Context: an optimization exercise on an open-source flow, tuned for a short achievable clock period and few clock cycles. The choices shown serve that exercise and are no tape-out recipe.
RTL that was checked went through simulation tests only; none was proved equivalent to the original.
Power and IR drop assume default switching activity.

// a362m
module a362m (
    input  wire        clk,
    input  wire        rst_n,
    input  wire        cmd_valid,
    input  wire [39:0] cmd_word,
    output reg         cmd_ready,
    output reg         done_valid,
    output reg  [2:0]  done_status,
    output reg  [15:0] rd,
    output reg  [15:0] fx,
    output reg  [15:0] fy,
    output reg  [15:0] fz,
    output reg  [15:0] ft,
    output reg  [63:0] burst_buf,
    output reg  [3:0]  bufn,
    output reg  [7:0]  want,
    output reg  [7:0]  echo,
    output reg  [2:0]  status,
    output reg  [3:0]  err,
    output reg         busy,
    output reg         cs_open,
    output reg         tx_valid,
    output reg  [7:0]  tx_byte,
    input  wire        rx_valid,
    input  wire [7:0]  rx_byte,
    input  wire        bus_fail
);
Size in the first run: roughly 2,000 cells after synthesis, ~400 flip-flops.
Settings: LEC_CHECK=0, CAP_MARGIN=20, CORE_MARGIN=2, CORE_UTILIZATION=40, PLACE_DENSITY=0.6, SETUP_SLACK_MARGIN=4.5, SLEW_MARGIN=20, SYNTH_HIERARCHICAL=1; clock period 7.0 ns.
standard.sh (not shown) runs the stock make flow with config.mk's settings and CLKGATE_MAP_FILE= SYNTH_SCRIPT=/design/flow/synth_recipe.tcl, a recipe that flattens the netlist after the stock synthesis.
==> flow/flow/run.sh <==
#!/bin/bash
# Own flow: the standard layout (standard synthesis unchanged), with the
# port buffers made from plain buffers (buf_4) instead of the delay cells
# buffer_ports picks by default, and cell resizing not held to footprints.
set -euo pipefail
bash standard.sh \
  "BUFFER_PORTS_ARGS=-buffer_cell sky130_fd_sc_hd__buf_4" \
  MATCH_CELL_FOOTPRINT=0 \
  finish > flow_make.log 2>&1
==> next run, changes <==
--- a/flow/design.v
+++ b/flow/design.v
@@ -211,28 +211,23 @@
         else if (o_rds12) rd_new = decode(b0, rx_byte, s_bit);
         else if (o_rdf)   rd_new = {8'h00, rdf_v};
         else              rd_new = {8'h00, rx_byte};
     end
     wire rd_op = o_rd1 || o_rd2 || o_rds8 || o_rds12 || o_rdf;
     wire ans    = frm && rx_valid && !bus_fail;        
     wire fail   = frm && bus_fail;                     
     wire fin_ok = ans && endc;                         
     wire lgo    = first && ((o_setf && zs_q && fit_q) || (o_rdf && zr_q && run_q));
     wire zdone  = first && !frm && !lgo;               
     wire done_evt = fin_ok || fail || zdone;
-    wire ans_t  = frm && rx_valid;                     
     wire eq     = (rx_byte == w_q);
-    wire st_vm  = fin_ok && vfy && !eq;
-    wire st_if  = zdone && lg && !dec_q;
-    wire st_upd = fail || fin_ok || zdone;             
-    wire [2:0] st_new = {zdone && !lg, st_vm || st_if, fail || st_if};
     assign hold_cs = bsy && (gap || lgo || (frm && !bus_fail && !(rx_valid && last)));
     wire lg = lg_q[0] || lg_q[1];
     wire busy_next, bsy_next;
     a362m_bsy u_bo (.rst_n(rst_n), .acc(acc), .bsy(bsy), .done(done_evt), .y(busy_next));
     a362m_bsy u_bi (.rst_n(rst_n), .acc(acc), .bsy(bsy), .done(done_evt), .y(bsy_next));
     integer i;
     always @(posedge clk) begin
         vsh   <= vsh_c;
         rdfm  <= rdfm_c;
         for (i = 0; i < 8; i = i + 1)
             bsel[i] <= (i < cw[3:0]);
@@ -260,23 +255,23 @@
             e_rdb   <= 8'h00;
             capsel  <= 8'h00;
         end else if (gap) begin
             vfy     <= d_vfy;
             pos     <= 4'd0;
             last    <= 1'b0;
             endc    <= 1'b0;
             e_rd    <= 1'b0;
             e_xyzt  <= 1'b0;
             e_rdb   <= 8'h00;
             capsel  <= 8'h00;
-        end else if (ans_t) begin
+        end else if (ans) begin
             if (last) begin
                 if (!endc)
                     step <= step + 3'd1;
             end else begin
                 pos     <= pos + 4'd1;
                 last    <= nlast;
                 endc    <= nendc;
                 e_rd    <= nendc && rd_op;
                 e_xyzt  <= nendc && o_xyzt;
                 e_rdb   <= (nendc && o_rdb) ? bsel : 8'h00;
                 if (rdfr)
@@ -320,27 +315,51 @@
                 cmd_ready <= 1'b1;
             if (!bsy) begin
                 opq  <= c_dl;
                 rdfr <= c_rdfirst;
             end else if (gap) begin
                 rdfr <= !d_wr;
             end
             if (!bsy)
                 tx_byte <= {7'b0000101, c_rdfirst};
             else if (gap)
                 tx_byte <= {7'b0000101, !d_wr};
-            else if (ans_t && !last)
+            else if (ans && !last)
                 tx_byte <= nxt;
-            status      <= st_new | (status & {3{!st_upd}});
-            done_status <= st_new | (done_status & {3{!st_upd}});
-            err         <= err | {zdone && !lg, st_if, st_vm, fail};
+            if (fail) begin
+                done_status <= ST_TF;
+                status      <= ST_TF;
+                err[0]      <= 1'b1;
+            end else if (fin_ok) begin
+                if (vfy && !eq) begin
+                    done_status <= ST_VM;
+                    status      <= ST_VM;
+                    err[1]      <= 1'b1;
+                end else begin
+                    done_status <= ST_OK;
+                    status      <= ST_OK;
+                end
+            end else if (zdone) begin
+                if (!lg) begin
+                    done_status <= ST_IC;
+                    status      <= ST_IC;
+                    err[3]      <= 1'b1;
+                end else if (!dec_q) begin
+                    done_status <= ST_IF;
+                    status      <= ST_IF;
+                    err[2]      <= 1'b1;
+                end else begin
+                    done_status <= ST_OK;
+                    status      <= ST_OK;
+                end
+            end
             if (zdone && lg && dec_q)
                 rd <= decode(cw[7:0], cw[15:8], cw[34]);
             else if (ans && e_rd)
                 rd <= rd_new;
             if (ans && e_xyzt) begin
                 fx <= decode(rxbuf[7:0],   rxbuf[15:8],  s_bit);
                 fy <= decode(rxbuf[23:16], rxbuf[31:24], s_bit);
                 fz <= decode(rxbuf[39:32], rxbuf[47:40], s_bit);
                 ft <= decode(rxbuf[55:48], rx_byte,      s_bit);
             end
             for (i = 0; i < 8; i = i + 1)
The changed run finished with timing, DRC and antenna clean.
Cell area went up by 0.94%.
Non-clock buffer count went up by 2.
Worst setup slack gets worse by 0.0072 ns.
Critical path depth stays the same.
Synthesized area hardly moves.
Routed wire length goes up by 1.8%.
Cell count rises by 1.1%.
Clock skew goes up by 0.0088 ns.
First-iteration DRC count drops by 7.2%.
Via count came out higher by 2.0%.
Total power went up by 4.2%.
Register-to-register slack hardly moves.
Flip-flop and latch count came out lower by 3.
Testbench counts after the change, summed over its fixed seeds: cycles 102,253.
Function not checked in the first run of this note: the RTL went through the layout flow alone.

## static timing again, ports no longer ideal
The flow's constraints put no driver on any port. The routed layouts listed below were extracted and timed again, unchanged, in two steps. Step 1 (the two cells are an assumption about what drives the block):
set clk [get_ports {clk}]
set_driving_cell -lib_cell sky130_fd_sc_hd__clkbuf_16 $clk
set_driving_cell -lib_cell sky130_fd_sc_hd__buf_2 [delete_from_list [all_inputs] $clk]
Step 2 adds t to the input delays and takes it off the output delays; t is the mean of the earliest and latest rising clock arrival at the registers after step 1. Input paths then give back, and output paths get back, about the clock's delay inside the block. Slacks: ideal / step 1 / step 2; pairs: ideal / step 1.
run	t (ns)	slack for setup (ns)	worst setup path at the end	worst data-port slew with drivers (ns)	pins driven straight from the clock port
the first run	0.597	4.519 / 4.468 / 3.944	input to register	0.08	1
the second run	0.615	4.512 / 4.458 / 3.962	input to register	0.04	1
After both steps setup and hold are still met in every run listed. For the first run, which loses most, drivers alone change the setup slack by -0.051 ns; drivers and shift together by -0.575 ns.
